This is an optimization exercise on Yosys and OpenROAD, whose aim is small area, a short achievable clock period and few clock cycles per item, not a production implementation. Function was checked by simulation only, so behaviour that the tests miss may differ from the original.

## flow/design.v (module list and top-level ports; edited modules follow where they fit)
// module gt3b_cal: 81 lines
// module gt3b_div: 90 lines
// module gt3b_fu: 52 lines
// module gt3b_chp: 66 lines
// module gt3b_slew: 41 lines
// module gt3b_sc: 958 lines
module gt3b_sc (
    input  wire        clk,
    input  wire        rst,
    input  wire        req_valid,
    output wire        req_ready,
    input  wire        req_write,
    input  wire [6:0]  req_addr,
    input  wire [15:0] req_wdata,
    output reg         rsp_valid,
    output reg  [15:0] rsp_rdata,
    output wire        ev_valid,
    output wire [3:0]  ev_ch,
    output wire [15:0] ev_val,
    output wire        ev_frame,
    output wire [3:0]  nch
);
  // ...
==> flow/run.sh <==
#!/bin/bash
# synth_recipe.tcl (not shown) runs the flow's synth.tcl, then flattens the netlist and writes it again
# the make line also repeats each setting of config.mk as NAME=value (left out here)
make -C /OpenROAD-flow-scripts/flow DESIGN_CONFIG=/design/flow/config.mk WORK_HOME=/design/flow/orfs CLKGATE_MAP_FILE= SYNTH_SCRIPT=/design/flow/synth_recipe.tcl finish
==> flow/config.mk <==
export PLATFORM = sky130hd
export DESIGN_NAME = gt3b_sc
export DESIGN_NICKNAME = gt3b_sc
export VERILOG_FILES = /design/flow/design.v
export SDC_FILE = /design/flow/constraint.sdc
export NUM_CORES = 4
export LEC_CHECK = 0
export ABC_AREA = 1
export CAP_MARGIN = 20
export CORE_MARGIN = 2
export CORE_UTILIZATION = 40
export PLACE_DENSITY = 0.6
export SLEW_MARGIN = 20
==> flow/constraint.sdc <==
create_clock -name core_clock -period 20.0 [get_ports {clk}]
set_input_delay 4.0000 -clock core_clock [delete_from_list [all_inputs] [get_ports {clk}]]
set_output_delay 4.0000 -clock core_clock [all_outputs]
set_load 0.01 [all_outputs]
==> run_results.csv, run 1 <==
group,metric,value,unit
status,status,"complete, no violations",
clock_tree,root_buffer,"clkbuf_16",
floorplanning,die_w,630.3,µm
cells_and_area,multi_input_area_share,56.84,%
drt,routed-via-count,145340,
hold_path,min_from,"c0_sync$_SDFFCE_PN0N_",
cells_and_area,sh_seq_area,25.96,%
sta,rsz0062_at_grt,"false",
sta,finalWorstSetupSlack,11.32,ns
worst_setup_path,crit_type,"reg2reg",
flow_run,maxCapViolations,0,
cells_and_area,inv_count,3440,
floorplanning,ios,71,
global_routing,grt_pass1_vias,137562,
clock_tree,numCtsBuffers,205,
sta,drv_slew,0,
drt,met1Wirelength,258500,µm
floorplanning,taps,5220,
sta,tightest_slew,1.336,ns
synthesis,yosys-top-cells-area,"edfxtp_1 (18%), ha_1 (12%), fa_1 (11%)",
cells_and_area,final_nets,22529,
clock_tree,clockBufferDepth,4,
worst_setup_path,crit_end,"c0_kp[10]$_DFF_P_",
Testbench counts, summed over its fixed seeds: cycles 23,172, frames 960.
==> module gt3b_sc, before the edit <==
module gt3b_sc (
    input  wire        clk,
    input  wire        rst,
    input  wire        req_valid,
    output wire        req_ready,
    input  wire        req_write,
    input  wire [6:0]  req_addr,
    input  wire [15:0] req_wdata,
    output reg         rsp_valid,
    output reg  [15:0] rsp_rdata,
    output wire        ev_valid,
    output wire [3:0]  ev_ch,
    output wire [15:0] ev_val,
    output wire        ev_frame,
    output wire [3:0]  nch
);
    reg               ill;
    reg signed [13:0] acc_r;
    reg [15:0]        frameseq;
    reg [15:0]        raw_st, raw_th;
    reg [15:0]        cal_r [0:7];       
    reg [3:0]         nch_r;
    reg [7:0]         reverse_r;
    reg [3:0]         ch_4ws;
    reg [3:0]         ch_dig;
    reg               crab;
    reg signed [7:0]  mix4ws;
    reg signed [13:0] ndig;              
    reg signed [7:0]  expo_r [0:2];      
    reg [6:0]         dr_r [0:2];        
    reg [6:0]         stspd_turn, stspd_ret;
    reg [8:0]         md_turn, md_ret;   
    reg               inf_turn, inf_ret;
    reg [1:0]         abs_type;
    reg [3:0]         force_ch;
    reg signed [13:0] force_val;
    reg signed [7:0]  trim_r [0:1];
    reg signed [7:0]  subtrim_r [0:7];
    reg [7:0]         ep_r [0:15];       
    reg signed [7:0]  aux_r [0:5];       
    reg signed [13:0] last_r [0:7];
    reg [2:0]         abs_cnt;
    reg               abs_red;
    reg signed [14:0] out_r [0:7];
    wire [7:0] mixed = (ch_4ws != 4'd0 ? (8'd1 << (ch_4ws - 4'd1)) : 8'd0) |
                       (ch_dig != 4'd0 ? (8'd1 << (ch_dig - 4'd1)) : 8'd0);
    assign nch = nch_r;
    function [8:0] maxdelta;
        input [6:0] r;
        case (r)
            7'd0: maxdelta = 9'd5;
            7'd1: maxdelta = 9'd5;
            7'd2: maxdelta = 9'd5;
            7'd3: maxdelta = 9'd5;
            7'd4: maxdelta = 9'd5;
            7'd5: maxdelta = 9'd5;
            7'd6: maxdelta = 9'd5;
            7'd7: maxdelta = 9'd5;
            7'd8: maxdelta = 9'd5;
            7'd9: maxdelta = 9'd5;
            7'd10: maxdelta = 9'd5;
            7'd11: maxdelta = 9'd5;
            7'd12: maxdelta = 9'd5;
            7'd13: maxdelta = 9'd5;
            7'd14: maxdelta = 9'd5;
            7'd15: maxdelta = 9'd5;
            7'd16: maxdelta = 9'd5;
            7'd17: maxdelta = 9'd6;
            7'd18: maxdelta = 9'd6;
            7'd19: maxdelta = 9'd6;
            7'd20: maxdelta = 9'd6;
            7'd21: maxdelta = 9'd6;
            7'd22: maxdelta = 9'd6;
            7'd23: maxdelta = 9'd6;
            7'd24: maxdelta = 9'd6;
            7'd25: maxdelta = 9'd6;
            7'd26: maxdelta = 9'd6;
            7'd27: maxdelta = 9'd6;
            7'd28: maxdelta = 9'd6;
            7'd29: maxdelta = 9'd7;
            7'd30: maxdelta = 9'd7;
            7'd31: maxdelta = 9'd7;
            7'd32: maxdelta = 9'd7;
            7'd33: maxdelta = 9'd7;
            7'd34: maxdelta = 9'd7;
            7'd35: maxdelta = 9'd7;
            7'd36: maxdelta = 9'd7;
            7'd37: maxdelta = 9'd7;
            7'd38: maxdelta = 9'd8;
            7'd39: maxdelta = 9'd8;
            7'd40: maxdelta = 9'd8;
            7'd41: maxdelta = 9'd8;
            7'd42: maxdelta = 9'd8;
            7'd43: maxdelta = 9'd8;
            7'd44: maxdelta = 9'd8;
            7'd45: maxdelta = 9'd9;
            7'd46: maxdelta = 9'd9;
            7'd47: maxdelta = 9'd9;
            7'd48: maxdelta = 9'd9;
            7'd49: maxdelta = 9'd9;
            7'd50: maxdelta = 9'd10;
            7'd51: maxdelta = 9'd10;
            7'd52: maxdelta = 9'd10;
            7'd53: maxdelta = 9'd10;
            7'd54: maxdelta = 9'd10;
            7'd55: maxdelta = 9'd11;
            7'd56: maxdelta = 9'd11;
            7'd57: maxdelta = 9'd11;
            7'd58: maxdelta = 9'd11;
            7'd59: maxdelta = 9'd12;
            7'd60: maxdelta = 9'd12;
            7'd61: maxdelta = 9'd12;
            7'd62: maxdelta = 9'd13;
            7'd63: maxdelta = 9'd13;
            7'd64: maxdelta = 9'd13;
            7'd65: maxdelta = 9'd14;
            7'd66: maxdelta = 9'd14;
            7'd67: maxdelta = 9'd15;
            7'd68: maxdelta = 9'd15;
            7'd69: maxdelta = 9'd16;
            7'd70: maxdelta = 9'd16;
            7'd71: maxdelta = 9'd17;
            7'd72: maxdelta = 9'd17;
            7'd73: maxdelta = 9'd18;
            7'd74: maxdelta = 9'd19;
            7'd75: maxdelta = 9'd20;
            7'd76: maxdelta = 9'd20;
            7'd77: maxdelta = 9'd21;
            7'd78: maxdelta = 9'd22;
            7'd79: maxdelta = 9'd23;
            7'd80: maxdelta = 9'd25;
            7'd81: maxdelta = 9'd26;
            7'd82: maxdelta = 9'd27;
            7'd83: maxdelta = 9'd29;
            7'd84: maxdelta = 9'd31;
            7'd85: maxdelta = 9'd33;
            7'd86: maxdelta = 9'd35;
            7'd87: maxdelta = 9'd38;
            7'd88: maxdelta = 9'd41;
            7'd89: maxdelta = 9'd45;
            7'd90: maxdelta = 9'd50;
            7'd91: maxdelta = 9'd55;
            7'd92: maxdelta = 9'd62;
            7'd93: maxdelta = 9'd71;
            7'd94: maxdelta = 9'd83;
            7'd95: maxdelta = 9'd100;
            7'd96: maxdelta = 9'd125;
            7'd97: maxdelta = 9'd166;
            7'd98: maxdelta = 9'd250;
            7'd99: maxdelta = 9'd500;
            default: maxdelta = 9'd0;
        endcase
    endfunction
    reg        rdy;
    reg        s_v, s_wr;
    reg [6:0]  s_a;
    reg [15:0] s_d;
    assign req_ready = rdy;
    wire accept = req_valid && rdy;
    wire [7:0] w_op  = s_d[15:8];
    wire [3:0] w_sel = s_d[3:0];
    reg        w_legal;
    always @* begin
        w_legal = 1'b0;
        if (s_d[7:4] == 4'd0) begin
            case (w_op)
                8'h00, 8'h01, 8'h02, 8'h03, 8'h04, 8'h05, 8'h14: w_legal = (w_sel == 4'd0);
                8'h10:               w_legal = (w_sel <= 4'd1);
                8'h11, 8'h12:        w_legal = (w_sel <= 4'd2);
                8'h13, 8'h15, 8'h16: w_legal = (w_sel >= 4'd1 && w_sel <= 4'd8);
                default:             w_legal = 1'b0;
            endcase
        end
    end
    wire s_wrv  = s_v && s_wr;
    wire s_cmd  = s_wrv && (s_a == 7'h00);
    wire go     = s_cmd && w_legal && (w_op != 8'h00);
    wire signed [15:0] w_s = s_d;
    wire signed [13:0] w_sat_full = (w_s > 16'sd5000) ? 14'sd5000 : (w_s < -16'sd5000) ? -14'sd5000 : w_s[13:0];
    wire signed [7:0]  w_sat_99   = (w_s > 16'sd99)  ? 8'sd99  : (w_s < -16'sd99)  ? -8'sd99  : w_s[7:0];
    wire signed [7:0]  w_sat_100  = (w_s > 16'sd100) ? 8'sd100 : (w_s < -16'sd100) ? -8'sd100 : w_s[7:0];
    wire [6:0]         w_min_100  = (s_d > 16'd100) ? 7'd100 : s_d[6:0];
    wire [7:0]         w_min_150  = (s_d > 16'd150) ? 8'd150 : s_d[7:0];
    wire [1:0]         w_min_3    = (s_d > 16'd3)   ? 2'd3   : s_d[1:0];
    wire [3:0]         w_4ws      = (s_d[3:0] == 4'd0 || (s_d[3:0] >= 4'd3 && s_d[3:0] <= 4'd8)) ? s_d[3:0] : 4'd0;
    wire [3:0]         w_dig      = (s_d[7:4] == 4'd0 || s_d[7:4] == 4'd1 ||
                                     (s_d[7:4] >= 4'd3 && s_d[7:4] <= 4'd8)) ? s_d[7:4] : 4'd0;
    wire [3:0]         w_force_ch = (s_d <= 16'd8) ? s_d[3:0] : 4'd0;
    reg [15:0] rd;
    always @* begin
        rd = 16'd0;
        case (s_a)
            7'h01: rd = {15'd0, ill};
            7'h02: rd = {{2{acc_r[13]}}, acc_r};
            7'h03: rd = frameseq;
            7'h04: rd = raw_st;
            7'h05: rd = raw_th;
            7'h08, 7'h09, 7'h0A, 7'h0B, 7'h0C, 7'h0D, 7'h0E, 7'h0F:
                   rd = cal_r[s_a[2:0]];
            7'h10: rd = {12'd0, nch_r};
            7'h11: rd = {8'd0, reverse_r};
            7'h12: rd = {7'd0, crab, ch_dig, ch_4ws};
            7'h13: rd = {{8{mix4ws[7]}}, mix4ws};
            7'h14: rd = -{{2{ndig[13]}}, ndig};
            7'h15: rd = {{8{expo_r[0][7]}}, expo_r[0]};
            7'h16: rd = {{8{expo_r[1][7]}}, expo_r[1]};
            7'h17: rd = {{8{expo_r[2][7]}}, expo_r[2]};
            7'h18: rd = {9'd0, dr_r[0]};
            7'h19: rd = {9'd0, dr_r[1]};
            7'h1A: rd = {9'd0, dr_r[2]};
            7'h1B: rd = {9'd0, stspd_turn};
            7'h1C: rd = {9'd0, stspd_ret};
            7'h1D: rd = {14'd0, abs_type};
            7'h1E: rd = {12'd0, force_ch};
            7'h1F: rd = {{2{force_val[13]}}, force_val};
            7'h20: rd = {{8{trim_r[0][7]}}, trim_r[0]};
            7'h21: rd = {{8{trim_r[1][7]}}, trim_r[1]};
            7'h28, 7'h29, 7'h2A, 7'h2B, 7'h2C, 7'h2D, 7'h2E, 7'h2F:
                   rd = {{8{subtrim_r[s_a[2:0]][7]}}, subtrim_r[s_a[2:0]]};
            7'h30, 7'h31, 7'h32, 7'h33, 7'h34, 7'h35, 7'h36, 7'h37,
            7'h38, 7'h39, 7'h3A, 7'h3B, 7'h3C, 7'h3D, 7'h3E, 7'h3F:
                   rd = {8'd0, ep_r[s_a[3:0]]};
            7'h42, 7'h43, 7'h44, 7'h45, 7'h46, 7'h47:
                   rd = {{8{aux_r[s_a[2:0] - 3'd2][7]}}, aux_r[s_a[2:0] - 3'd2]};
            7'h50, 7'h51, 7'h52, 7'h53, 7'h54, 7'h55, 7'h56, 7'h57:
                   rd = {{2{last_r[s_a[2:0]][13]}}, last_r[s_a[2:0]]};
            7'h58: rd = {7'd0, abs_red, 5'd0, abs_cnt};
            7'h59: rd = {8'd0, mixed};
            7'h60, 7'h61, 7'h62, 7'h63, 7'h64, 7'h65, 7'h66, 7'h67:
                   rd = {out_r[s_a[2:0]][14], out_r[s_a[2:0]]};
            default: rd = 16'd0;
        endcase
    end
    wire wr_raw_st = s_wrv && (s_a == 7'h04);
    wire wr_raw_th = s_wrv && (s_a == 7'h05);
    wire wr_cal_st = s_wrv && (s_a[6:2] == 5'b00010);
    wire wr_cal_th = s_wrv && (s_a[6:2] == 5'b00011);
    wire        cst_valid, cth_valid;
    wire        cst_neg, cth_neg;
    wire [12:0] cst_mag, cth_mag;
    wire acc_wr = accept && req_write;
    gt3b_cal u_cal (
        .clk(clk), .rst(rst),
        .raw_port(req_wdata),
        .port_st(acc_wr && req_addr == 7'h04), .port_th(acc_wr && req_addr == 7'h05),
        .raw_st(wr_raw_st ? s_d : raw_st), .raw_th(wr_raw_th ? s_d : raw_th),
        .st_l(cal_r[0]), .st_m(cal_r[1]), .st_r(cal_r[2]), .st_d(cal_r[3]),
        .th_l(cal_r[4]), .th_m(cal_r[5]), .th_r(cal_r[6]), .th_d(cal_r[7]),
        .wr_cal_st(wr_cal_st), .wr_cal_th(wr_cal_th),
        .st_valid(cst_valid), .st_neg(cst_neg), .st_mag(cst_mag),
        .th_valid(cth_valid), .th_neg(cth_neg), .th_mag(cth_mag)
    );
    reg signed [13:0] abs_in;
    wire [2:0]  abs_period  = (abs_type == 2'd1) ? 3'd6 : (abs_type == 2'd2) ? 3'd4 : 3'd3;
    wire [3:0]  abs_cnt_inc = {1'b0, abs_cnt} + 4'd1;
    reg  [2:0]  abs_cnt_nx;
    reg         abs_red_nx;
    reg signed [13:0] abs_out;
    always @* begin
        abs_cnt_nx = abs_cnt;
        abs_red_nx = abs_red;
        abs_out    = abs_in;
        if (abs_type != 2'd0) begin
            if (abs_in > 14'sd500) begin
                if (abs_cnt_inc >= {1'b0, abs_period}) begin
                    abs_cnt_nx = 3'd0;
                    abs_red_nx = !abs_red;
                end else begin
                    abs_cnt_nx = abs_cnt_inc[2:0];
                end
                if (abs_red_nx)
                    abs_out = abs_in >>> 1;
            end else begin
                abs_cnt_nx = 3'd0;
                abs_red_nx = 1'b0;
            end
        end
    end
    reg         s_iss, t_iss_req;
    reg  signed [19:0] s_ia, t_ia;
    reg  signed [13:0] s_ib, t_ib;
    reg  [31:0] s_ic, t_ic;
    reg  signed [7:0] s_ie, t_ie;
    reg         s_ibig, t_ibig;
    wire        t_iss = t_iss_req && !s_iss;
    wire        md_rv, md_rtag;
    wire [12:0] md_q;
    wire signed [19:0] md_u;
    wire        md_s = md_rv && !md_rtag;      
    wire        md_t = md_rv &&  md_rtag;      
    gt3b_fu u_md (
        .clk(clk), .rst(rst),
        .go(s_iss || t_iss), .tag_in(!s_iss),
        .big_in(s_iss ? s_ibig : t_ibig),
        .a_in(s_iss ? s_ia : t_ia),
        .b_in(s_iss ? s_ib : t_ib),
        .c_in(s_iss ? s_ic : t_ic),
        .e_in(s_iss ? s_ie : t_ie),
        .rv(md_rv), .rtag(md_rtag), .q(md_q), .u(md_u)
    );
    function [12:0] mag14;
        input signed [13:0] v;
        mag14 = v[13] ? -v[12:0] : v[12:0];
    endfunction
    function [12:0] x50;
        input [6:0] r;
        x50 = {1'b0, r, 5'd0} + {2'b0, r, 4'd0} + {5'd0, r, 1'b0};
    endfunction
    localparam K_STEER = 2'd0, K_PEXPO = 2'd1, K_PDRATE = 2'd2;
    localparam S_IDLE = 4'd0, S_WCAL = 4'd1, S_START = 4'd2, S_EXA = 4'd3, S_EXB = 4'd4,
               S_DR = 4'd5, S_MODE = 4'd6, S_MIX = 4'd7, S_SLP = 4'd8, S_SLQ = 4'd9,
               S_PSLEW = 4'd10, S_DONE = 4'd11, S_PSL0 = 4'd12;
    localparam T_IDLE = 4'd0, T_WCAL = 4'd1, T_EXA_I = 4'd2, T_EXA = 4'd3, T_EXB_I = 4'd4,
               T_EXB = 4'd5, T_ABS = 4'd6, T_DR = 4'd7, T_DR_W = 4'd8, T_MIX = 4'd9,
               T_MIX_W = 4'd10, T_DONE = 4'd11;
    localparam Q_IDLE = 3'd0, Q_S = 3'd1, Q_T0 = 3'd2, Q_T1 = 3'd3, Q_AUX = 3'd4,
               Q_BUB = 3'd5, Q_WAIT = 3'd6;
    reg        c_frame, c_sync;          
    reg [3:0]  c_sel;
    reg        p_cal;                    
    reg [3:0]  s_st;
    reg [1:0]  s_kind;
    reg [1:0]  s_k;
    reg        s_neg;
    reg [12:0] s_mag;
    reg signed [13:0] s_val, s_p, s_q;
    reg        s_mixp;
    reg [3:0]  t_st;
    reg        t_neg;
    reg [12:0] t_mag;
    reg signed [7:0] t_str;
    reg [12:0] t_b;
    reg signed [19:0] t_u;
    reg signed [13:0] t_val, t_p, t_q;
    reg        t_mixp, t_two;
    reg [2:0]  q_st;
    reg [5:0]  aux_rem;                  
    always @* abs_in = (t_st == T_ABS) ? t_val : acc_r;
    wire signed [7:0] s_str  = expo_r[(s_kind == K_STEER) ? 2'd0 : s_k];
    wire [6:0]        s_rate = dr_r[(s_kind == K_STEER) ? 2'd0 : s_k];
    wire signed [7:0] s_e    = s_str[7] ? -s_str : s_str;
    wire signed [7:0] s_en   = -s_e;
    reg  signed [13:0] sl_t, nl_last;
    reg  signed [13:0] sl_last;
    reg  signed [14:0] sl_upt, sl_dnt, sl_upr, sl_dnr;
    reg                sl_lgtt, sl_lgtr;
    wire signed [13:0] sl_val;
    gt3b_slew u_slew (
        .t(sl_t), .last(sl_last),
        .up_t(sl_upt), .dn_t(sl_dnt), .up_r(sl_upr), .dn_r(sl_dnr),
        .lgt_t(sl_lgtt), .lgt_r(sl_lgtr),
        .md_turn(md_turn), .inf_turn(inf_turn), .inf_ret(inf_ret),
        .val(sl_val)
    );
    wire [2:0] c4i = ch_4ws[2:0] - 3'd1;
    always @* begin
        case (s_st)
            S_MODE, S_SLP: nl_last = last_r[c4i];
            S_MIX:         nl_last = last_r[0];
            S_PSL0:        nl_last = last_r[c_sel[2:0] - 3'd1];
            default:       nl_last = (ch_dig == 4'd1) ? ndig : last_r[0];
        endcase
        case (s_st)
            S_SLP:   sl_t = s_p;
            S_SLQ:   sl_t = s_q;
            S_PSLEW: sl_t = acc_r;
            default: sl_t = s_val;
        endcase
    end
    wire [13:0] nl_abs = nl_last[13] ? -nl_last : nl_last;
    always @(posedge clk) begin
        sl_last <= nl_last;
        sl_upt  <= nl_last + $signed({6'd0, md_turn});
        sl_dnt  <= nl_last - $signed({6'd0, md_turn});
        sl_upr  <= nl_last + $signed({6'd0, md_ret});
        sl_dnr  <= nl_last - $signed({6'd0, md_ret});
        sl_lgtt <= {1'b0, nl_abs} > {6'd0, md_turn};
        sl_lgtr <= {1'b0, nl_abs} > {6'd0, md_ret};
    end
    wire        x_go   = (s_st == S_WCAL) ? cst_valid : (s_st == S_START);
    wire        x_neg  = (s_st == S_WCAL) ? cst_neg : s_neg;
    wire [12:0] x_mag  = (s_st == S_WCAL) ? cst_mag : s_mag;
    wire        x_expo = (s_str != 8'sd0) && (x_mag != 13'd0) && (s_kind != K_PDRATE);
    wire        x_dr   = (s_rate != 7'd100) && (s_kind != K_PEXPO);
    wire [12:0] x_xp   = s_str[7] ? 13'd5000 - x_mag : x_mag;
    wire signed [13:0] x_sv = x_neg ? -$signed({1'b0, x_mag}) : $signed({1'b0, x_mag});
    wire        cexb_s = (s_st == S_EXA) && md_s;
    wire [12:0] cexb_m = cexb_s ? s_mag : t_mag;
    wire [31:0] cexb   = {13'd0, cexb_m} * 32'd500000 +
                         ((cexb_s ? s_str[7] : t_str[7]) ? 32'd249999 : 32'd250000);
    wire [31:0] s_cexb = cexb;
    wire signed [13:0] md_sv_s = s_neg ? -$signed({1'b0, md_q}) : $signed({1'b0, md_q});
    wire signed [13:0] y_sv = md_sv_s;
    wire signed [7:0] mixk = mix4ws[7] ? 8'sd100 + mix4ws : 8'sd100 - mix4ws;
    always @* begin
        s_iss  = 1'b0;
        s_ia   = {7'd0, x_xp};
        s_ib   = -$signed({1'b0, x_xp});
        s_ic   = 32'd25004999;
        s_ie   = s_str[7] ? s_e : s_en;
        s_ibig = 1'b0;
        case (s_st)
            S_WCAL, S_START: begin
                if (x_go && x_expo) begin
                    s_iss = 1'b1;
                end else if (x_go && x_dr) begin
                    s_iss = 1'b1;
                    s_ia  = {7'd0, x_mag};
                    s_ib  = $signed({1'b0, x50(s_rate)});
                    s_ic  = 32'd0;
                end
            end
            S_EXA: begin
                s_iss  = md_s;
                s_ia   = md_u;
                s_ib   = $signed({1'b0, md_q});
                s_ic   = s_cexb;
                s_ibig = 1'b1;
            end
            S_EXB: begin
                s_iss = md_s && x_dr;
                s_ia  = {7'd0, md_q};
                s_ib  = $signed({1'b0, x50(s_rate)});
                s_ic  = 32'd0;
            end
            S_MODE: begin
                s_ia = {7'd0, mag14(s_val)};
                s_ib = $signed({1'b0, x50(mixk[6:0])});
                s_ic = 32'd0;
                s_iss = (ch_dig != 4'd1) && (ch_4ws != 4'd0) && (mix4ws != 8'sd0);
            end
            default: ;
        endcase
    end
    wire s_fin = (s_st == S_MODE && (ch_dig == 4'd1 || ch_4ws == 4'd0)) || (s_st == S_SLQ);
    wire signed [7:0] t_str_cal = cth_neg ? expo_r[1] : expo_r[2];
    wire signed [7:0] t_e  = t_str[7] ? -t_str : t_str;
    wire signed [7:0] t_ec = t_str_cal[7] ? -t_str_cal : t_str_cal;
    wire [12:0] t_xp   = t_str[7] ? 13'd5000 - t_mag : t_mag;
    wire [12:0] t_xpc  = t_str_cal[7] ? 13'd5000 - cth_mag : cth_mag;
    wire        t_expo = (t_str_cal != 8'sd0) && (cth_mag != 13'd0);
    wire [6:0]  t_rate = t_val[13] ? dr_r[1] : dr_r[2];
    wire [31:0] t_cexb = cexb;
    wire signed [13:0] md_sv_t = t_neg ? -$signed({1'b0, md_q}) : $signed({1'b0, md_q});
    wire signed [13:0] t_ysv = md_sv_t;
    wire [12:0] dig_k  = ndig[13] ? 13'd5000 + ndig[12:0] : 13'd5000 - ndig[12:0];
    wire        s_busy = (s_st != S_IDLE) && (s_st != S_DONE);
    always @* begin
        t_iss_req = 1'b0;
        t_ia   = {7'd0, t_xp};
        t_ib   = -$signed({1'b0, t_xp});
        t_ic   = 32'd25004999;
        t_ie   = t_str[7] ? t_e : -t_e;
        t_ibig = 1'b0;
        case (t_st)
            T_WCAL: begin
                t_iss_req = cth_valid && t_expo;
                t_ia = {7'd0, t_xpc};
                t_ib = -$signed({1'b0, t_xpc});
                t_ie = t_str_cal[7] ? t_ec : -t_ec;
            end
            T_EXA_I: t_iss_req = 1'b1;
            T_EXA: begin
                t_iss_req = md_t;
                t_ia   = md_u;
                t_ib   = $signed({1'b0, md_q});
                t_ic   = t_cexb;
                t_ibig = 1'b1;
            end
            T_EXB_I: begin
                t_iss_req = 1'b1;
                t_ia   = t_u;
                t_ib   = $signed({1'b0, t_b});
                t_ic   = t_cexb;
                t_ibig = 1'b1;
            end
            T_ABS: begin
                t_iss_req = (t_rate != 7'd100);
                t_ia = {7'd0, mag14(abs_out)};
                t_ib = $signed({1'b0, x50(t_rate)});
                t_ic = 32'd0;
            end
            T_DR: begin
                t_iss_req = 1'b1;
                t_ia = {7'd0, mag14(t_val)};
                t_ib = $signed({1'b0, x50(t_rate)});
                t_ic = 32'd0;
            end
            T_MIX: begin
                t_iss_req = (ch_dig != 4'd0) && !s_busy && (ndig != 14'sd0);
                t_ia = {7'd0, mag14(t_val)};
                t_ib = $signed({1'b0, dig_k});
                t_ic = 32'd0;
            end
            default: ;
        endcase
    end
    reg [2:0] ax_i;                      
    always @* begin
        ax_i = 3'd0;
        if      (aux_rem[0]) ax_i = 3'd0;
        else if (aux_rem[1]) ax_i = 3'd1;
        else if (aux_rem[2]) ax_i = 3'd2;
        else if (aux_rem[3]) ax_i = 3'd3;
        else if (aux_rem[4]) ax_i = 3'd4;
        else                 ax_i = 3'd5;
    end
    wire [5:0] aux_rem_nx = aux_rem & ~(6'd1 << ax_i);
    wire signed [13:0] aux_v = aux_r[ax_i] * 14'sd50;
    reg [5:0] aux_mask;
    integer ai;
    always @* begin
        for (ai = 0; ai < 6; ai = ai + 1)
            aux_mask[ai] = (ai + 3 <= nch_r) && !mixed[ai + 2];
    end
    reg        c0_v, c0_ev, c0_last, c0_sync;
    reg [3:0]  c0_ch;
    reg signed [13:0] c0_val;
    wire       chp_fin;
    wire       chp_evv, chp_frame;
    wire [3:0] chp_ch;
    wire signed [15:0] chp_val;
    wire signed [13:0] chp_lv;
    reg  [3:0] i_ch;
    always @* begin
        i_ch = 4'd1;
        if (go)                 i_ch = w_sel;
        else if (s_st == S_SLQ) i_ch = ch_4ws;
        else if (q_st == Q_T0)  i_ch = 4'd2;
        else if (q_st == Q_T1)  i_ch = ch_dig;
        else if (q_st == Q_AUX) i_ch = {1'b0, ax_i} + 4'd3;
    end
    wire [2:0] ii = i_ch[2:0] - 3'd1;
    wire signed [7:0] i_trim = (i_ch == 4'd1) ? trim_r[0] : (i_ch == 4'd2) ? trim_r[1] : 8'sd0;
    wire [7:0] i_epn = ep_r[{ii, 1'b0}];
    wire [7:0] i_epp = ep_r[{ii, 1'b1}];
    wire signed [23:0] off1 = trim_r[0] * 24'sd5000 + 24'sd4750250;
    wire signed [23:0] off2 = trim_r[1] * 24'sd5000 + 24'sd4750250;
    reg signed [10:0] c0_kn, c0_kp;
    reg [23:0]        c0_off;
    reg               c0_fh;
    always @(posedge clk) begin
        c0_kn   <= $signed({1'b0, i_epn, 2'b00}) + $signed({3'b000, i_epn}) + i_trim;
        c0_kp   <= $signed({1'b0, i_epp, 2'b00}) + $signed({3'b000, i_epp}) - i_trim;
        c0_off  <= (i_ch == 4'd1) ? off1 : (i_ch == 4'd2) ? off2 : 24'd4750250;
        c0_fh   <= (force_ch == i_ch);
    end
    wire [2:0]  c0i    = c0_ch[2:0] - 3'd1;
    wire signed [7:0] c0_st = subtrim_r[c0i];
    wire        c0_rev = reverse_r[c0i];
    wire signed [15:0] c0_st10 = {{8{c0_st[7]}}, c0_st} * 16'sd10;
    wire signed [15:0] c0_kb = c0_rev ? 16'sd9501 - c0_st10 : c0_st10 - 16'sd9500;
    gt3b_chp u_chp (
        .clk(clk), .rst(rst),
        .c0_v(c0_v), .c0_ev(c0_ev), .c0_last(c0_last), .c0_sync(c0_sync),
        .c0_ch(c0_ch), .c0_val(c0_val),
        .force_hit(c0_fh), .force_val(force_val),
        .kn(c0_kn), .kp(c0_kp), .off(c0_off), .kb(c0_kb), .rev(c0_rev),
        .fin_next(chp_fin),
        .c2_evv(chp_evv), .c2_frame(chp_frame), .c2_ch(chp_ch),
        .c2_val(chp_val), .c2_last_val(chp_lv)
    );
    assign ev_valid = chp_evv;
    assign ev_frame = chp_frame;
    assign ev_ch    = chp_ch;
    assign ev_val   = chp_val;
    integer i;
    always @(posedge clk) begin
        s_wr <= req_write;
        s_a  <= req_addr;
        s_d  <= req_wdata;
        if (rst) begin
            rdy        <= 1'b1;
            s_v        <= 1'b0;
            rsp_valid  <= 1'b0;
            rsp_rdata  <= 16'd0;
            ill        <= 1'b0;
            acc_r      <= 14'sd0;
            frameseq   <= 16'd0;
            raw_st     <= 16'h8000;
            raw_th     <= 16'h8000;
            cal_r[0]   <= 16'h0000;
            cal_r[1]   <= 16'h8000;
            cal_r[2]   <= 16'hFFFF;
            cal_r[3]   <= 16'h0000;
            cal_r[4]   <= 16'h0000;
            cal_r[5]   <= 16'h8000;
            cal_r[6]   <= 16'hFFFF;
            cal_r[7]   <= 16'h0000;
            nch_r      <= 4'd2;
            reverse_r  <= 8'd0;
            ch_4ws     <= 4'd0;
            ch_dig     <= 4'd0;
            crab       <= 1'b0;
            mix4ws     <= 8'sd0;
            ndig       <= 14'sd0;
            for (i = 0; i < 3; i = i + 1) begin
                expo_r[i] <= 8'sd0;
                dr_r[i]   <= 7'd100;
            end
            stspd_turn <= 7'd100;
            stspd_ret  <= 7'd100;
            md_turn    <= 9'd0;
            md_ret     <= 9'd0;
            inf_turn   <= 1'b1;
            inf_ret    <= 1'b1;
            abs_type   <= 2'd0;
            force_ch   <= 4'd0;
            force_val  <= 14'sd0;
            trim_r[0]  <= 8'sd0;
            trim_r[1]  <= 8'sd0;
            for (i = 0; i < 8; i = i + 1) begin
                subtrim_r[i] <= 8'sd0;
                last_r[i]    <= 14'sd0;
                out_r[i]     <= 15'sd0;
            end
            for (i = 0; i < 16; i = i + 1)
                ep_r[i] <= 8'd100;
            for (i = 0; i < 6; i = i + 1)
                aux_r[i] <= 8'sd0;
            abs_cnt    <= 3'd0;
            abs_red    <= 1'b0;
            c_frame    <= 1'b0;
            c_sync     <= 1'b0;
            c_sel      <= 4'd0;
            p_cal      <= 1'b0;
            s_st       <= S_IDLE;
            t_st       <= T_IDLE;
            q_st       <= Q_IDLE;
            aux_rem    <= 6'd0;
            c0_v       <= 1'b0;
        end else begin
            s_v       <= accept;
            rsp_valid <= 1'b0;
            c0_v      <= 1'b0;
            c0_ev     <= 1'b1;
            c0_last   <= 1'b0;
            c0_sync   <= 1'b0;
            if (accept && req_write && req_addr == 7'h00)
                rdy <= 1'b0;
            if (accept && req_write && req_addr == 7'h10)
                nch_r <= (req_wdata[15:1] == 15'd0) ? 4'd2 :
                         (req_wdata[15:4] != 12'd0 || (req_wdata[3] && req_wdata[2:0] != 3'd0)) ? 4'd8 :
                         req_wdata[3:0];
            if (s_v && !s_wr) begin
                rsp_valid <= 1'b1;
                rsp_rdata <= rd;
            end
            if (s_wrv) begin
                case (s_a)
                    7'h00: begin
                        if (!w_legal) begin
                            ill <= 1'b1;
                            rdy <= 1'b1;
                        end else if (w_op == 8'h00) begin
                            rdy <= 1'b1;
                        end
                    end
                    7'h02: acc_r     <= w_sat_full;
                    7'h04: raw_st    <= s_d;
                    7'h05: raw_th    <= s_d;
                    7'h08, 7'h09, 7'h0A, 7'h0B, 7'h0C, 7'h0D, 7'h0E, 7'h0F:
                           cal_r[s_a[2:0]] <= s_d;
                    7'h11: reverse_r <= s_d[7:0];
                    7'h12: begin
                        ch_4ws <= w_4ws;
                        ch_dig <= w_dig;
                        crab   <= s_d[8];
                    end
                    7'h13: mix4ws    <= w_sat_100;
                    7'h14: ndig      <= -w_sat_full;
                    7'h15: expo_r[0] <= w_sat_99;
                    7'h16: expo_r[1] <= w_sat_99;
                    7'h17: expo_r[2] <= w_sat_99;
                    7'h18: dr_r[0]   <= w_min_100;
                    7'h19: dr_r[1]   <= w_min_100;
                    7'h1A: dr_r[2]   <= w_min_100;
                    7'h1B: begin
                        stspd_turn <= w_min_100;
                        md_turn    <= maxdelta(w_min_100);
                        inf_turn   <= (w_min_100 == 7'd100);
                    end
                    7'h1C: begin
                        stspd_ret <= w_min_100;
                        md_ret    <= maxdelta(w_min_100);
                        inf_ret   <= (w_min_100 == 7'd100);
                    end
                    7'h1D: abs_type  <= w_min_3;
                    7'h1E: force_ch  <= w_force_ch;
                    7'h1F: force_val <= w_sat_full;
                    7'h20: trim_r[0] <= w_sat_99;
                    7'h21: trim_r[1] <= w_sat_99;
                    7'h28, 7'h29, 7'h2A, 7'h2B, 7'h2C, 7'h2D, 7'h2E, 7'h2F:
                           subtrim_r[s_a[2:0]] <= w_sat_99;
                    7'h30, 7'h31, 7'h32, 7'h33, 7'h34, 7'h35, 7'h36, 7'h37,
                    7'h38, 7'h39, 7'h3A, 7'h3B, 7'h3C, 7'h3D, 7'h3E, 7'h3F:
                           ep_r[s_a[3:0]] <= w_min_150;
                    7'h42, 7'h43, 7'h44, 7'h45, 7'h46, 7'h47:
                           aux_r[s_a[2:0] - 3'd2] <= w_sat_100;
                    default: ;
                endcase
            end
            if (go) begin
                c_frame <= (w_op == 8'h01);
                c_sync  <= (w_op == 8'h05);
                c_sel   <= w_sel;
                aux_rem <= aux_mask;
                case (w_op)
                    8'h01, 8'h02: begin
                        s_st   <= S_WCAL;
                        s_kind <= K_STEER;
                        q_st   <= Q_S;
                        if (w_op == 8'h01) t_st <= T_WCAL;
                    end
                    8'h03: begin t_st <= T_WCAL; q_st <= Q_T0; end
                    8'h04: q_st <= Q_AUX;
                    8'h05: q_st <= Q_BUB;
                    8'h10: p_cal <= 1'b1;
                    8'h11, 8'h12: begin
                        s_st   <= S_START;
                        s_kind <= (w_op == 8'h11) ? K_PEXPO : K_PDRATE;
                        s_k    <= w_sel[1:0];
                        s_neg  <= acc_r[13];
                        s_mag  <= mag14(acc_r);
                    end
                    8'h13: s_st <= S_PSL0;
                    8'h14: begin                     
                        abs_cnt <= abs_cnt_nx;
                        abs_red <= abs_red_nx;
                        acc_r   <= abs_out;
                        rdy     <= 1'b1;
                    end
                    8'h15: begin                     
                        c0_v    <= 1'b1;
                        c0_ch   <= w_sel;
                        c0_val  <= acc_r;
                        c0_last <= 1'b1;
                        q_st    <= Q_WAIT;
                    end
                    8'h16: begin                     
                        last_r[w_sel[2:0] - 3'd1] <= acc_r;
                        rdy <= 1'b1;
                    end
                    default: ;
                endcase
            end
            if (p_cal && (c_sel[0] ? cth_valid : cst_valid)) begin
                acc_r <= c_sel[0] ? (cth_neg ? -$signed({1'b0, cth_mag}) : $signed({1'b0, cth_mag}))
                                  : (cst_neg ? -$signed({1'b0, cst_mag}) : $signed({1'b0, cst_mag}));
                p_cal <= 1'b0;
                rdy   <= 1'b1;
            end
            case (s_st)
                S_WCAL, S_START: begin
                    if (x_go) begin
                        s_neg <= x_neg;
                        s_mag <= x_mag;
                        if (x_expo) begin
                            s_st <= S_EXA;
                        end else if (x_dr) begin
                            s_st <= S_DR;
                        end else if (s_kind == K_STEER) begin
                            s_val <= x_sv;
                            s_st  <= S_MODE;
                        end else begin
                            acc_r <= x_sv;
                            s_st  <= S_IDLE;
                            rdy   <= 1'b1;
                        end
                    end
                end
                S_EXB: if (md_s) begin
                    if (x_dr) begin
                        s_st <= S_DR;
                    end else if (s_kind == K_STEER) begin
                        s_val <= y_sv;
                        s_st  <= S_MODE;
                    end else begin
                        acc_r <= y_sv;
                        s_st  <= S_IDLE;
                        rdy   <= 1'b1;
                    end
                end
                S_EXA: if (md_s) s_st <= S_EXB;
                S_DR: if (md_s) begin
                    if (s_kind == K_STEER) begin
                        s_val <= md_sv_s;
                        s_st  <= S_MODE;
                    end else begin
                        acc_r <= md_sv_s;
                        s_st  <= S_IDLE;
                        rdy   <= 1'b1;
                    end
                end
                S_MODE: begin
                    if (ch_dig == 4'd1) begin
                        last_r[0] <= ndig;
                        ndig      <= sl_val;
                        s_st      <= S_DONE;
                    end else if (ch_4ws != 4'd0) begin
                        s_p <= s_val;
                        s_q <= crab ? -s_val : s_val;
                        if (mix4ws[7]) begin
                            s_neg  <= s_val[13];
                            s_mixp <= 1'b1;
                            s_st   <= S_MIX;
                        end else if (mix4ws != 8'sd0) begin
                            s_neg  <= crab ? (s_val > 14'sd0) : s_val[13];
                            s_mixp <= 1'b0;
                            s_st   <= S_MIX;
                        end else begin
                            c0_v   <= 1'b1;
                            c0_ch  <= 4'd1;
                            c0_val <= sl_val;
                            s_st   <= S_SLQ;
                        end
                    end else begin
                        c0_v   <= 1'b1;
                        c0_ch  <= 4'd1;
                        c0_val <= sl_val;
                        s_st   <= S_DONE;
                    end
                end
                S_MIX: if (md_s) begin
                    if (s_mixp) s_p <= md_sv_s;
                    else        s_q <= md_sv_s;
                    s_st <= S_SLP;
                end
                S_SLP: begin
                    c0_v   <= 1'b1;
                    c0_ch  <= 4'd1;
                    c0_val <= sl_val;
                    s_st   <= S_SLQ;
                end
                S_SLQ: begin
                    c0_v   <= 1'b1;
                    c0_ch  <= ch_4ws;
                    c0_val <= sl_val;
                    s_st   <= S_DONE;
                end
                S_PSL0: s_st <= S_PSLEW;
                S_PSLEW: begin
                    acc_r <= sl_val;
                    s_st  <= S_IDLE;
                    rdy   <= 1'b1;
                end
                default: ;
            endcase
            case (t_st)
                T_WCAL: if (cth_valid) begin
                    t_neg <= cth_neg;
                    t_mag <= cth_mag;
                    t_str <= t_str_cal;
                    t_val <= cth_neg ? -$signed({1'b0, cth_mag}) : $signed({1'b0, cth_mag});
                    t_st  <= !t_expo ? T_ABS : t_iss ? T_EXA : T_EXA_I;
                end
                T_EXA_I: if (t_iss) t_st <= T_EXA;
                T_EXA: if (md_t) begin
                    t_b  <= md_q;
                    t_u  <= md_u;
                    t_st <= t_iss ? T_EXB : T_EXB_I;
                end
                T_EXB_I: if (t_iss) t_st <= T_EXB;
                T_EXB: if (md_t) begin
                    t_val <= t_ysv;
                    t_st  <= T_ABS;
                end
                T_ABS: begin
                    abs_cnt <= abs_cnt_nx;
                    abs_red <= abs_red_nx;
                    t_val   <= abs_out;
                    t_neg   <= abs_out[13];
                    t_p     <= abs_out;
                    t_q     <= abs_out;
                    t_two   <= 1'b0;
                    if (t_rate != 7'd100) t_st <= t_iss ? T_DR_W : T_DR;
                    else                  t_st <= (ch_dig == 4'd0) ? T_DONE : T_MIX;
                end
                T_DR: if (t_iss) t_st <= T_DR_W;
                T_DR_W: if (md_t) begin
                    t_val <= md_sv_t;
                    t_p   <= md_sv_t;
                    t_two <= 1'b0;
                    t_st  <= (ch_dig == 4'd0) ? T_DONE : T_MIX;
                end
                T_MIX: begin
                    t_p <= t_val;
                    t_q <= t_val;
                    if (!s_busy) begin
                        t_two  <= 1'b1;
                        t_neg  <= t_val[13];
                        t_mixp <= !ndig[13];    
                        if (ndig == 14'sd0) t_st <= T_DONE;
                        else if (t_iss)       t_st <= T_MIX_W;
                    end
                end
                T_MIX_W: if (md_t) begin
                    if (t_mixp) t_p <= md_sv_t;
                    else        t_q <= md_sv_t;
                    t_st <= T_DONE;
                end
                default: ;
            endcase
            case (q_st)
                Q_S: if (s_fin || s_st == S_DONE) q_st <= c_frame ? Q_T0 : Q_BUB;
                Q_T0: if (t_st == T_DONE) begin
                    c0_v    <= 1'b1;
                    c0_ch   <= 4'd2;
                    c0_val  <= t_p;
                    c0_last <= c_frame && !t_two && (aux_rem == 6'd0);
                    c0_sync <= c_frame && !t_two && (aux_rem == 6'd0);
                    q_st    <= t_two ? Q_T1 : !c_frame ? Q_BUB : (aux_rem == 6'd0) ? Q_WAIT : Q_AUX;
                end
                Q_T1: begin
                    c0_v    <= 1'b1;
                    c0_ch   <= ch_dig;
                    c0_val  <= t_q;
                    c0_last <= c_frame && (aux_rem == 6'd0);
                    c0_sync <= c_frame && (aux_rem == 6'd0);
                    q_st    <= !c_frame ? Q_BUB : (aux_rem == 6'd0) ? Q_WAIT : Q_AUX;
                end
                Q_AUX: begin
                    if (aux_rem == 6'd0) begin
                        q_st <= Q_BUB;
                    end else begin
                        c0_v    <= 1'b1;
                        c0_ch   <= {1'b0, ax_i} + 4'd3;
                        c0_val  <= aux_v;
                        c0_last <= c_frame && (aux_rem_nx == 6'd0);
                        c0_sync <= c_frame && (aux_rem_nx == 6'd0);
                        aux_rem <= aux_rem_nx;
                        if (c_frame && aux_rem_nx == 6'd0) q_st <= Q_WAIT;
                    end
                end
                Q_BUB: begin
                    c0_v    <= 1'b1;
                    c0_ev   <= 1'b0;
                    c0_last <= 1'b1;
                    c0_sync <= c_sync || c_frame;
                    q_st    <= Q_WAIT;
                end
                default: ;
            endcase
            if (chp_evv) begin
                out_r[chp_ch[2:0] - 3'd1]  <= chp_val[14:0];
                last_r[chp_ch[2:0] - 3'd1] <= chp_lv;
            end
            if (chp_fin) begin
                rdy  <= 1'b1;
                q_st <= Q_IDLE;
                s_st <= S_IDLE;
                t_st <= T_IDLE;
            end
            if (chp_frame)
                frameseq <= frameseq + 16'd1;
        end
    end
endmodule
==> run 2: changes to the inputs <==
--- a/flow/design.v
+++ b/flow/design.v
@@ -775,6 +775,9 @@
     wire signed [13:0] t_ysv = md_sv_t;
     wire [12:0] dig_k  = ndig[13] ? 13'd5000 + ndig[12:0] : 13'd5000 - ndig[12:0];
     wire        s_busy = (s_st != S_IDLE) && (s_st != S_DONE);
+    wire        t_fin  = (ch_dig == 4'd0) &&
+                         ((t_st == T_DR_W && md_t) || (t_st == T_ABS && t_rate == 7'd100));
+    wire signed [13:0] t_fin_val = (t_st == T_ABS) ? abs_out : md_sv_t;
     always @* begin
         t_iss_req = 1'b0;
         t_ia   = {7'd0, t_xp};
@@ -1233,13 +1236,13 @@
             endcase
             case (q_st)
                 Q_S: if (s_fin || s_st == S_DONE) q_st <= c_frame ? Q_T0 : Q_BUB;
-                Q_T0: if (t_st == T_DONE) begin
+                Q_T0: if (t_st == T_DONE || t_fin) begin
                     c0_v    <= 1'b1;
                     c0_ch   <= 4'd2;
-                    c0_val  <= t_p;
-                    c0_last <= c_frame && !t_two && (aux_rem == 6'd0);
-                    c0_sync <= c_frame && !t_two && (aux_rem == 6'd0);
-                    q_st    <= t_two ? Q_T1 : !c_frame ? Q_BUB : (aux_rem == 6'd0) ? Q_WAIT : Q_AUX;
+                    c0_val  <= t_fin ? t_fin_val : t_p;
+                    c0_last <= c_frame && (t_fin || !t_two) && (aux_rem == 6'd0);
+                    c0_sync <= c_frame && (t_fin || !t_two) && (aux_rem == 6'd0);
+                    q_st    <= (!t_fin && t_two) ? Q_T1 : !c_frame ? Q_BUB : (aux_rem == 6'd0) ? Q_WAIT : Q_AUX;
                 end
                 Q_T1: begin
                     c0_v    <= 1'b1;
--- a/flow/config.mk
+++ b/flow/config.mk
@@ -8,6 +8,6 @@
 export ABC_AREA = 1
 export CAP_MARGIN = 20
 export CORE_MARGIN = 2
-export CORE_UTILIZATION = 40
-export PLACE_DENSITY = 0.6
+export CORE_UTILIZATION = 50
+export PLACE_DENSITY = 0.65
 export SLEW_MARGIN = 20
==> run 2 against run 1 <==
Effect of this change: setup slack improved by 0.58 ns; flip-flop and latch count is the same; clock skew up 0.0044 ns; synthesized cell count grew 2.5%; critical path depth fell by 5; critical endpoint unchanged; sequential share of layout area decreased by 0.088 points; maximum frequency is 7.2% higher; global-route usage rose by 8.6 points; register-to-register slack better by 0.58 ns; count of clock-buffer cells in the layout grew 24.
==> run_results.csv, run 2 <==
group,metric,value,unit
status,status,"complete, no violations",
global_routing,antenna_found_initial,47,
synthesis,synth_edf_count,953,
synthesis,yosysWarningCount,12,
floorplanning,core_area,0.3155,mm²
sta,hold_viol,0,
synthesis,yosysMostFrequentCell,"nand2_1",
sta,setup_violations,0,
floorplanning,rows,206,
worst_setup_path,max_stage_delay,0.80,ns
drt,drc,0,
global_routing,grt-ovfl-total,0,
sta,fin_skew,0.1267,ns
worst_setup_path,cp-start-kind,"flip-flop",
worst_setup_path,critPathCaptureType,"flip-flop",
drt,first_pass_iters,7,
sta,fin_crit_sh,40.49,%
clock_tree,numCtsBuffers,210,
floorplanning,die_w,567.8,µm
floorplanning,dieArea,0.3223,mm²
floorplanning,ios,71,
drt,routed_wl,656800,µm
cells_and_area,reg.largest.list,"cal_r x128, ep_r x128, out_r x120",
worst_setup_path,crit_fanout,59,
sta,fin_crit,8.098,ns
worst_setup_path,cpMostUsedCell,"inv_1",
placed_design,placed_area,0.1643,mm²
placed_design,dp_hpwl,521800,µm
drt,wl_met3,70820,µm
global_routing,grtUsageTotal,39.90,%
cells_and_area,fill_cells,30325,
drt,wl_met2,273900,µm
clock_tree,postCtsSetupRepairBufs,0,
clock_tree,clk_latency,0.99,ns
global_routing,grt_pass1_vias,140228,
drt,met1Wirelength,260400,µm
synthesis,synth-seq-cells,1739,
synthesis,syn_nets,23175,
synthesis,yosysTopAreaCellShare,18.01,%
clock_tree,htreeDepth,4,
worst_setup_path,cp_slowest_cell,"inv_1",
synthesis,async_flop_share,0,%
cells_and_area,final_cell_mix,"nand2_1 (3941), inv_1 (3439), nor2_1 (1680)",
global_routing,grt_start_max_net_pins,74,
drt,viasPerCell,5.929,
worst_setup_path,crit_arrival,9.00,ns
synthesis,synth.yosys.seq_area_share,27.91,%
worst_setup_path,crit_type,"reg2reg",
cells_and_area,final_nets,23026,
floorplanning,die_y,567.8,µm
drt,routed-via-count,148041,
synthesis,yosysTopAreaCell,"edfxtp_1",
cells_and_area,final_common_cell,"nand2_1",
drt,wl_per_cell,26.31,µm
cells_and_area,drive_gt1_share,4.532,%
synthesis,synth_top_flop_cell,"edfxtp_1",
clock_tree,cts_tree,"yes",
clock_tree,clock-sinks,1739,
clock_tree,hold_buffers,0,
synthesis,avgSynthCellArea,7.655,µm²
sta,fin_setup_tns,0,ns
sta,drv_slew,0,
synthesis,synth_cells,20758,
synthesis,syn_area,0.1589,mm²
sta,rsz0062_at_grt,"false",
global_routing,grt_pass1_wl,952000,µm
cells_and_area,area_delta_synth_final,7.894,%
cells_and_area,register_area,0.04436,mm²
flow_run,maxCapViolations,0,
clock_tree,cts.clk_slew.worst_paths,0.06,ns
drt,top_layer,"met5",
sta,slew_headroom,12.81,%
clock_tree,root_buffer,"clkbuf_16",
cells_and_area,multi_input_area,0.09870,mm²
synthesis,synth_commonest_cells,"nand2_1 (3947), inv_1 (3442), nor2_1 (1705), o21ai_0 (1579), ha_1 (1498)",
synthesis,yosys-top-cells-area,"edfxtp_1 (18%), ha_1 (12%), fa_1 (11%)",
hold_path,worst_hold_path_type,"reg2reg",
clock_tree,cts.repair.resized,0,
sta,tightest_slew,1.294,ns
placed_design,gp_congestion,1.075,
cells_and_area,finalInstanceArea,0.1715,mm²
synthesis,synthDistinctLibCells,92,
placed_design,port_buffers,70,
floorplanning,initial_utilization,50.37,%
drt,ant_nets,0,
drt,drt_iter0_markers,18320,
worst_setup_path,worstPathRequired,20.90,ns
clock_tree,clockBufferDepth,4,
sta,fmax,123.5,MHz
-- run 2: cell types whose count changed in the layout (fill, tap and decap cells not counted), moves of 17 or more --
cell and delta:
nand3_1 +49, o211ai_1 -37, nand2_1 +310, o22ai_1 -23, inv_1 +65, o21ai_1 +21
o21ai_0 +68, nand4_1 +24, a211oi_1 +21, clkbuf_1 +19, xnor2_1 +17
-- run 2: kinds of logic (layout without fill, tap and decap cells) --
logic type               count (synthesis)  after routing  synth area share, %
multiplexers                            38             38               0.2504
AND/OR/NAND/NOR                       7311           7311                19.09
adder cells (fa/ha/maj)               2390           2390                23.03
XOR/XNOR                               738            738                4.077
other                                    0             22                    0
flip-flops                            1739           1739                27.91
AO/OA/AOI/OAI                         4303           4303                15.48
buffers and inverters                 4239           4266                10.16
-- run 2: path summary, 6_finish.rpt --
path / startpoint / endpoint / slack [ns] / cells past startpoint
max: s_d[5]$_DFF_P_ / c0_kp[10]$_DFF_P_ / 11.90 / 32
max reg2reg: s_d[5]$_DFF_P_ / c0_kp[10]$_DFF_P_ / 11.90 / 32
min reg2reg: u_chp.c1_lv[1]$_DFF_P_ / u_chp.c2_last_val[1]$_DFF_P_ / 0.32 / 0
min: u_chp.c1_lv[1]$_DFF_P_ / u_chp.c2_last_val[1]$_DFF_P_ / 0.32 / 0
-- run 2: cell type report --
type / instances / share of cell area, %
multi-input combinational: 14780 / 57.57
sequential: 1739 / 25.87
inverter: 3515 / 7.701
clock buffer: 293 / 3.499
tap: 4160 / 3.036
timing repair buffer: 363 / 1.698
clock inverter: 95 / 0.5940
antenna: 22 / 0.03211
-- run 2: stage by stage --
stage | instances | utilization (%) | hold slack (ns) | worst slack [ns]
floorplan | 20758 | - | 0.3096 | 12.47
global placement | 24556 | 52.08 | 0.3106 | 12.15
detailed placement | 24556 | 52.09 | 0.3121 | 12.05
CTS | 24944 | 54.31 | 0.3186 | 12.01
global route | 24948 | 54.33 | 0.3299 | 11.26
finish | 24967 | 54.35 | 0.3177 | 11.90
-- run 2: per-layer routing --
layer | vias up | track usage, %
met4 | 44 | 25.80
met1 | 70046 | 52.01
met3 | 1717 | 9.419
met5 | - | 0.4165
li1 | 68132 | -
met2 | 8102 | 59.19
-- run 2: critical path, delay by kind of cell (launching register included) --
kind            cells  cell delay [ns]
simple gates       11             1.58
fa+ha+maj           3             1.08
flops               1             0.67
xor+xnor            1             0.13
compound gates      8             1.74
buf+inv             9             2.71
Testbench counts of run 2, summed over its fixed seeds: cycles 23,041, frames 960.
==> run 3: changes to the inputs <==
--- a/flow/design.v
+++ b/flow/design.v
@@ -648,6 +648,7 @@
     reg        c_frame, c_sync;          
     reg [3:0]  c_sel;
     reg        p_cal;                    
+    reg        p_chp;                    
     reg [3:0]  s_st;
     reg [1:0]  s_kind;
     reg [1:0]  s_k;
@@ -857,7 +858,7 @@
     reg  [3:0] i_ch;
     always @* begin
         i_ch = 4'd1;
-        if (go)                 i_ch = w_sel;
+        if (p_chp)              i_ch = c_sel;
         else if (s_st == S_SLQ) i_ch = ch_4ws;
         else if (q_st == Q_T0)  i_ch = 4'd2;
         else if (q_st == Q_T1)  i_ch = ch_dig;
@@ -957,6 +958,7 @@
             c_sync     <= 1'b0;
             c_sel      <= 4'd0;
             p_cal      <= 1'b0;
+            p_chp      <= 1'b0;
             s_st       <= S_IDLE;
             t_st       <= T_IDLE;
             q_st       <= Q_IDLE;
@@ -1064,10 +1066,7 @@
                         rdy     <= 1'b1;
                     end
                     8'h15: begin                     
-                        c0_v    <= 1'b1;
-                        c0_ch   <= w_sel;
-                        c0_val  <= acc_r;
-                        c0_last <= 1'b1;
+                        p_chp   <= 1'b1;
                         q_st    <= Q_WAIT;
                     end
                     8'h16: begin                     
@@ -1077,6 +1076,13 @@
                     default: ;
                 endcase
             end
+            if (p_chp) begin
+                c0_v    <= 1'b1;
+                c0_ch   <= c_sel;
+                c0_val  <= acc_r;
+                c0_last <= 1'b1;
+                p_chp   <= 1'b0;
+            end
             if (p_cal && (c_sel[0] ? cth_valid : cst_valid)) begin
                 acc_r <= c_sel[0] ? (cth_neg ? -$signed({1'b0, cth_mag}) : $signed({1'b0, cth_mag}))
                                   : (cst_neg ? -$signed({1'b0, cst_mag}) : $signed({1'b0, cst_mag}));
==> run 3 against run 2 <==
Effect of this change: still clean on timing, DRC and antenna; synthesized area decreased by 0.52%; non-clock buffer count fell by 13; setup slack improved by 0.19 ns; maximum frequency rose by 2.5%; first-iteration DRC count grew 12%; sequential share of layout area up 0.16 points; register-to-register slack improved by 0.19 ns; synthesized cell count down 1.4%; wire length down 3.5%.
==> run_results.csv, run 3 <==
group,metric,value,unit
global_routing,grt-busiest-layer,"met2",
sta,rsz0062_at_grt,"false",
drt,wl_per_cell,25.70,µm
global_routing,grtUsageTotal,38.47,%
sta,drv_slew,0,
global_routing,met3_usage,9.653,%
drt,routed-via-count,147526,
global_routing,antenna_found_initial,36,
sta,hold_viol,0,
global_routing,met1_usage,51.18,%
floorplanning,core_area,0.3147,mm²
synthesis,async_flop_share,0,%
worst_setup_path,crit_fanout,17,
synthesis,yosysMostFrequentCell,"nand2_1",
placed_design,pre_cts_slack,12.13,ns
worst_setup_path,crit_type,"reg2reg",
drt,viasPerCell,5.980,
hold_path,worstHoldPathCells,0,
drt,first_pass_iters,7,
floorplanning,dieArea,0.3207,mm²
sta,fin_crit_sh,39.51,%
clock_tree,numCtsBuffers,207,
global_routing,grt-ovfl-total,0,
synthesis,yosys-top-cells-area,"edfxtp_1 (18%), ha_1 (12%), fa_1 (11%)",
global_routing,grt_pass1_vias,137898,
synthesis,syn_area,0.1581,mm²
hold_path,worst_hold_path_type,"reg2reg",
clock_tree,cts.clk_slew.worst_paths,0.06,ns
worst_setup_path,max_stage_delay,0.62,ns
floorplanning,die_y,566.3,µm
worst_setup_path,cpMostUsedCell,"inv_1",
cells_and_area,drive_gt1_share,4.689,%
global_routing,met2_usage,56.28,%
drt,ant_nets,0,
clock_tree,clockBufferDepth,4,
worst_setup_path,cp_slowest_cell,"nand3_1",
synthesis,synth_edf_count,953,
clock_tree,cts_tree,"yes",
floorplanning,rows,206,
clock_tree,clk_latency,0.98,ns
drt,routed_wl,634100,µm
synthesis,synth_cells,20473,
synthesis,avgSynthCellArea,7.722,µm²
synthesis,synth.yosys.seq_area_share,28.08,%
placed_design,gp_congestion,1.115,
placed_design,dp_hpwl,498800,µm
synthesis,synth_top_flop_cell,"edfxtp_1",
sta,fin_setup_tns,0,ns
floorplanning,initial_utilization,50.23,%
floorplanning,ios,71,
synthesis,yosysTopAreaCell,"edfxtp_1",
sta,fmax,126.5,MHz
cells_and_area,final_nets,22730,
sta,fin_skew,0.1271,ns
clock_tree,clock-sinks,1741,
synthesis,synth-seq-cells,1741,
worst_setup_path,crit_arrival,8.70,ns
drt,drt_iter0_markers,20504,
clock_tree,root_buffer,"clkbuf_16",
drt,drc,0,
sta,setup_violations,0,
clock_tree,htreeDepth,4,
synthesis,yosysTopAreaCellShare,18.10,%
cells_and_area,area_delta_synth_final,7.892,%
worst_setup_path,cp-start-kind,"flip-flop",
cells_and_area,reg.largest.list,"cal_r x128, ep_r x128, out_r x120",
clock_tree,hold_buffers,0,
clock_tree,postCtsSetupRepairBufs,0,
synthesis,synth_commonest_cells,"nand2_1 (3777), inv_1 (3390), nor2_1 (1687), ha_1 (1496), o21ai_0 (1486)",
synthesis,syn_nets,22888,
global_routing,grt_start_max_net_pins,125,
worst_setup_path,worstPathRequired,20.80,ns
cells_and_area,final_cell_mix,"nand2_1 (3763), inv_1 (3388), nor2_1 (1673)",
global_routing,grt_pass1_wl,920800,µm
worst_setup_path,worstRegToRegCells,35,
sta,finalWorstSetupSlack,12.10,ns
clock_tree,cts.repair.resized,0,
sta,fin_crit,7.903,ns
placed_design,port_buffers,70,
sta,tightest_slew,1.331,ns
worst_setup_path,critPathCaptureType,"flip-flop",
flow_run,maxCapViolations,0,
sta,slew_headroom,11.17,%
cells_and_area,final_common_cell,"nand2_1",
synthesis,synthDistinctLibCells,96,
status,status,"complete, no violations",
floorplanning,die_w,566.3,µm
synthesis,yosysWarningCount,12,
## run 3: cell types whose count changed after synthesis, sizes merged, moves of 14 or more
cell    previous run  this run
o22ai            397       415
clkbuf           538       558
inv             3475      3449
o211ai           222       270
nand3           1003       952
o21ai           1655      1564
nand2           3979      3802
buf              186       159
a32o               4        26
nor2            1733      1719
a211oi            79        63
a31oi             89       108
## run 3: cell type report
class	count	area, µm²
inverters	3486	13100
clock inverters	108	1131
flip-flops and latches	1741	44410
well taps	4160	5205
multi-input cells	14529	97940
fillers	30219	144100
repair buffers	350	2877
clock buffers	279	5864
diodes	18	45.04
## run 3: worst max-delay path: cells and delay by family, from the launching register on
family / cells / cell delay (ns)
DFF: 1 / 0.54
buffers and inverters: 8 / 0.66
muxes: 1 / 0.53
AOI/OAI and AO/OA: 12 / 2.00
adders and majority gates: 6 / 2.74
and+or+nand+nor: 8 / 1.37
## run 3: routing by layer
layer | vias to the layer above | share of wire, % | routed length, µm
met4 | 26 | 7.4 | 46880
met2 | 8610 | 41 | 260800
met3 | 1687 | 12 | 76300
met1 | 69831 | 39 | 249900
li1 | 67372 | - | -
met5 | - | 0.024 | 151
## run 3: path summary, 6_finish.rpt
path                                             start                      endpoint  slack [ns]
worst min register to register  u_chp.c1_lv[5]$_DFF_P_  u_chp.c2_last_val[5]$_DFF_P_        0.32
worst min-delay path            u_chp.c1_lv[5]$_DFF_P_  u_chp.c2_last_val[5]$_DFF_P_        0.32
worst max-delay path            u_chp.c1_x[21]$_DFF_P_      u_chp.c2_val[15]$_DFF_P_       12.10
worst max register to register  u_chp.c1_x[21]$_DFF_P_      u_chp.c2_val[15]$_DFF_P_       12.10
## run 3: kinds of logic (layout without fill, tap and decap cells)
logic type	after synthesis	count (layout)	share of synthesized area, %
buffers and inverters	4203	4223	10.11
and+or+nand+nor	7063	7063	18.55
other	0	18	0
adders and majority gates	2388	2388	23.14
DFF	1741	1741	28.08
muxes	47	47	0.3087
xor gates and xnor gates	731	731	4.055
AOI/OAI and AO/OA	4300	4300	15.75
## run 3: through the flow
stage	hold slack (ns)	utilization [%]	instance area (µm²)	instances
floorplan	0.3096	-	158100	20473
global placement	0.3110	51.93	163400	24263
detailed placement	0.3121	51.94	163500	24264
CTS	0.3161	54.17	170500	24651
global route	0.3240	54.19	170500	24655
finish	0.3157	54.20	170600	24671
Testbench counts of run 3, summed over its fixed seeds: cycles 23,041, frames 960.

re-timing with driven ports:
The results above use ideal ports. As a check the final layouts listed here were re-extracted and re-timed, cells and wires unchanged. Step 1: set_driving_cell puts a clkbuf_16 on clk and a buf_2 on each other input, an assumption about the parent block. Step 2 times the ports against the registers' clock, not the clock port: input delays grow and output delays shrink by t, the midpoint of the rising clock arrivals with the driver on. a / b / c = ideal ports / drivers / drivers and shift; a / b = the first two.
run	shift t [ns]	slack for setup (ns)	hold WS [ns]
run 1	1.031	11.321 / 11.321 / 11.321	0.297 / 0.297 / 0.297
run 2	1.042	11.902 / 11.902 / 11.902	0.318 / 0.318 / 0.318
run 3	1.026	12.097 / 12.097 / 12.024	0.316 / 0.316 / 0.316
After both steps setup and hold are still met in every run listed. For run 3, which loses most, drivers alone change the setup slack by 0.000 ns; drivers and shift together by -0.073 ns.
